From an optimization exercise on the open Yosys and OpenROAD flow, aimed at small area, a short achievable clock period and few clock cycles per item; shortcuts taken in it are not production practice.
Function was checked by simulation only, so behaviour that the tests miss may differ from the original.
Power and IR drop assume default switching activity.

Setup of run A:
// bp91_codec
module bp91_codec (
    input  wire        clk,
    input  wire        rst,
    input  wire        cmd_valid,
    output wire        cmd_ready,
    input  wire [1:0]  cmd_op,
    input  wire [11:0] cmd_len,
    input  wire        in_valid,
    output wire        in_ready,
    input  wire [7:0]  in_data,
    output wire        out_valid,
    input  wire        out_ready,
    output wire [7:0]  out_data,
    output reg         done,
    output reg  [7:0]  err_code,
    output reg  [11:0] err_info
);
    localparam OP_LOAD = 2'd0;
    localparam OP_ENC  = 2'd1;
    localparam OP_DEC  = 2'd2;
    localparam OP_DECS = 2'd3;
    localparam T_CHAR  = 2'd0;
    localparam T_BYTE  = 2'd1;
    localparam T_MARK  = 2'd2;
    localparam QD = 6;             
    localparam CD = 7;             
    integer i;
    reg [6:0] ring [0:90];
    reg [6:0] b;
    reg [6:0] bn;            
    reg        nv;
    reg [1:0]  nop;
    reg [11:0] nlen;
    reg        ia;
    reg [1:0]  iop;
    reg [11:0] irem;
    reg        ilast;       
    reg        in_rdy;
    assign cmd_ready = !nv;
    assign in_ready  = in_rdy;
    wire cmd_fire = cmd_valid && !nv;
    wire in_fire  = in_valid && in_rdy;
    reg        hv, tv;
    reg [1:0]  hop, top_;
    reg        hlast, tlast;
    reg        hnob, tnob;
    reg [7:0]  hdat, tdat;
    reg [6:0]  hdn;          
    reg [11:0] kidx;
    reg        alpha_ok;
    reg        errf;         
    reg        e7;
    reg [11:0] eidx;
    reg        dupf;
    reg [6:0]  dupidx;
    reg        finp;         
    reg        fload;
    reg        pdv;
    reg [2:0]  pdc;
    reg [11:0] pdi;
    reg        c2v;
    reg [1:0]  c2op;
    reg        c2last;
    reg        c2has;
    reg [7:0]  c2dat;        
    reg        pv;
    reg [1:0]  pop_;
    reg        plast;
    reg        phas;         
    reg [7:0]  pdat;         
    reg        pendv;
    reg [6:0]  pend;
    reg        kv;
    reg [1:0]  kop;
    reg        klast;
    reg        khas;
    reg        kpendv;
    reg [13:0] kdat;
    reg [20:0] acc;
    reg [4:0]  n;
    reg        fl;
    reg        menc;
    reg        half;         
    reg [13:0] cr;
    reg        crv, cr2;
    reg [2:0]  tot;          
    reg        room;         
    reg        xv;
    reg [1:0]  xt;
    reg        xsel;
  ...
Size: ~4,500 cells after synthesis, roughly 1,000 flip-flops, about 59 I/O pins, ~46,000 um2 of cells after synthesis.
Settings: LEC_CHECK=0, CAP_MARGIN=20, CORE_MARGIN=2, CORE_UTILIZATION=25, PLACE_DENSITY=0.45, SLEW_MARGIN=20; clock period 12.0 ns.
run.sh (not shown) runs the stock make flow with config.mk's settings and CLKGATE_MAP_FILE= SYNTH_SCRIPT=/design/flow/synth_recipe.tcl, a recipe that flattens the netlist after the stock synthesis.
Testbench counts of run A, summed over its fixed seeds: cycles 39,789, items 35,196.
[inputs] run B vs run A
==> flow/flow/run.sh (new file) <==
#!/bin/bash
set -euo pipefail
export SETUP_SLACK_MARGIN=8.5
bash standard.sh > flow_standard.log 2>&1
==> flow/standard.sh (new file) <==
#!/bin/bash
# synth_recipe.tcl (not shown) runs the flow's synth.tcl, then flattens the netlist and writes it again
# the make line also repeats each setting of config.mk as NAME=value (left out here)
make -C /OpenROAD-flow-scripts/flow DESIGN_CONFIG=/design/flow/config.mk WORK_HOME=/design/flow/orfs CLKGATE_MAP_FILE= SYNTH_SCRIPT=/design/flow/synth_recipe.tcl "${@:-finish}"
removed: flow/run.sh
TritonCTS buffer count delta for run B relative to run A: 4 higher
The tightest slew margin relative to the limit reported for run B is smaller than that of run A by 3.4 points.
Top contributor to total power: registers -> run A, combinational logic -> run B
Changes observed in run B relative to run A: insertion delay of the later-clocked pin in the worst-skew pair has increased, setup slack has increased.
From run A to run B the numbers moved as follows: number of vias in the routed layout +about 4.3%, routed metal-1 wirelength picked up an extra about 3.3%, total design power rose about 13%.
Final instance count without filler cells grows by a few percent when moving from run A to run B.
Looking at length of routed met2 wiring, run B sits about 5% higher than run A does.

---

Starting RTL as in the previous note.
// bp91_codec
module bp91_codec (
    input  wire        clk,
    input  wire        rst,
    input  wire        cmd_valid,
    output wire        cmd_ready,
    input  wire [1:0]  cmd_op,
    input  wire [11:0] cmd_len,
    input  wire        in_valid,
    output wire        in_ready,
    input  wire [7:0]  in_data,
    output wire        out_valid,
    input  wire        out_ready,
    output wire [7:0]  out_data,
    output reg         done,
    output reg  [7:0]  err_code,
    output reg  [11:0] err_info
);
Settings: LEC_CHECK=0, CAP_MARGIN=20, CORE_MARGIN=2, CORE_UTILIZATION=25, PLACE_DENSITY=0.45, SLEW_MARGIN=20; clock period 12.0 ns.
standard.sh (not shown) runs the stock make flow with config.mk's settings and CLKGATE_MAP_FILE= SYNTH_SCRIPT=/design/flow/synth_recipe.tcl, a recipe that flattens the netlist after the stock synthesis.
==> flow/flow/run.sh <==
#!/bin/bash
set -euo pipefail
export SETUP_SLACK_MARGIN=7.5
bash standard.sh > flow_standard.log 2>&1
Testbench counts at the start, summed over its fixed seeds: cycles 39,789, items 35,196.
Edit:
- CTS_BUF_LIST: not set -> sky130_fd_sc_hd__clkbuf_8
- CTS_CLUSTER_SIZE: not set -> 30
Die area is unchanged.
First-iteration DRC count drops by 3.1%.
Total power falls by 2.1%.
Routed wire length went up by 0.78%.
Worst setup slack improved by 15 ps.
Fmax rises by 0.34%.
Edit:
- ABC_AREA: not set -> 1
- CTS_BUF_LIST: sky130_fd_sc_hd__clkbuf_8 -> not set
- CTS_CLUSTER_SIZE: 30 -> not set
Outcome:
- hold slack is worse by 24 ps
- setup slack is better by 140 ps
- die area increases by 7.6%
- first-iteration DRC count decreases by 10%
- clock-buffer cell count decreases by 51
- wire length decreases by 8.0%
- non-clock buffer count decreases by 83
- total power decreases by 0.67%
- final area increases by 5.3%

---

== JK ==
Another version of the RTL of bp91_codec (not shown whole).
For scale: about 4400 cells after synthesis, about 1000 flip-flops, about 59 I/O pins.
clock: 12.0 ns
lec_check: 0
cap_margin: 20
core_margin: 2
core_utilization: 35
cts_cluster_diameter: 100
cts_cluster_size: 24
place_density: 0.55
slew_margin: 20
==> flow/flow/run.sh <==
#!/bin/bash
set -euo pipefail
export SETUP_SLACK_MARGIN=8.5
bash standard.sh > flow_standard.log 2>&1
Testbench counts of JK, summed over its fixed seeds: cycles 39,367, items 35,196.
The following lists how MS was set up differently from JK:
# JK
export LEC_CHECK = 0
export CAP_MARGIN = 20
export CORE_MARGIN = 2
export CORE_UTILIZATION = 35
export CTS_CLUSTER_DIAMETER = 100
export CTS_CLUSTER_SIZE = 24
export PLACE_DENSITY = 0.55
export SLEW_MARGIN = 20
create_clock -name core_clock -period 12.0 [get_ports {clk}]
# MS
export LEC_CHECK = 0
export CAP_MARGIN = 20
export CORE_MARGIN = 2
export CORE_UTILIZATION = 25
export CTS_CLUSTER_DIAMETER = 100
export CTS_CLUSTER_SIZE = 24
export PLACE_DENSITY = 0.45
export SLEW_MARGIN = 20
create_clock -name core_clock -period 12.0 [get_ports {clk}]
==> comparison <==
MS has completed all stages; timing, DRC and antenna checks passed. Going from JK to MS, final weighted congestion in routability-driven placement now smaller; combined global-route utilization of all metal layers -4.8 points; average via count per standard cell down about 10%. In MS, the buffers inserted during post-CTS setup optimization came out 2.1% below the value in JK. From JK to MS the numbers moved as follows: HPWL after detailed placement saw an increase, sum of overflow across all layers after global routing comparable, first-iteration DRC count saw an increase, fraction of power spent switching nets up 0.72 points. Count of non-filler cells in the finished layout for MS: 770 up relative to JK. Sum of internal, switching and leakage power: higher on MS. Of JK and MS, the higher part of the power in the clock network belongs to MS.

-- static timing again, ports no longer ideal --
Ports are ideal in the flow. The routed layouts listed here were re-timed in OpenROAD. Step 1 assumes that a clkbuf_16 drives the clock port and a buf_2 every other input. Step 2 moves the port delays by t, midway between the first and last clock arrival at a register: inputs arrive t later, outputs are due t later. That takes back most of the time a late clock gives input paths. Slacks: no drivers / after step 1 / after step 2; pairs: no drivers / after step 1.
| run | t (ns) | setup WS [ns] | latest minus earliest clock arrival (ns) | worst data-port slew with drivers (ns) | cell pins on the clock port's net |
|---|---|---|---|---|---|
| run A | 0.820 | 6.670 / 6.670 / 6.670 | 0.052 / 0.052 | 0.10 | 1 |
| run B | 0.833 | 7.823 / 7.823 / 7.780 | 0.059 / 0.058 | 0.14 | 1 |
| the first run of note 2 | 0.823 | 7.497 / 7.497 / 7.170 | 0.059 / 0.059 | 0.10 | 1 |
| the second run of note 2 | 0.989 | 7.512 / 7.512 / 7.159 | 0.105 / 0.104 | 0.10 | 1 |
| the third run of note 2 | 0.829 | 7.650 / 7.566 / 7.107 | 0.073 / 0.073 | 0.04 | 1 |
| JK | 0.756 | 8.373 / 8.300 / 7.657 | 0.072 / 0.071 | 0.05 | 1 |
| MS | 0.763 | 8.357 / 8.281 / 7.681 | 0.063 / 0.064 | 0.21 | 1 |
After both steps every run listed still meets setup and hold. The setup slack of JK, which loses most, moves by -0.073 ns with the drivers and by -0.716 ns with both steps.
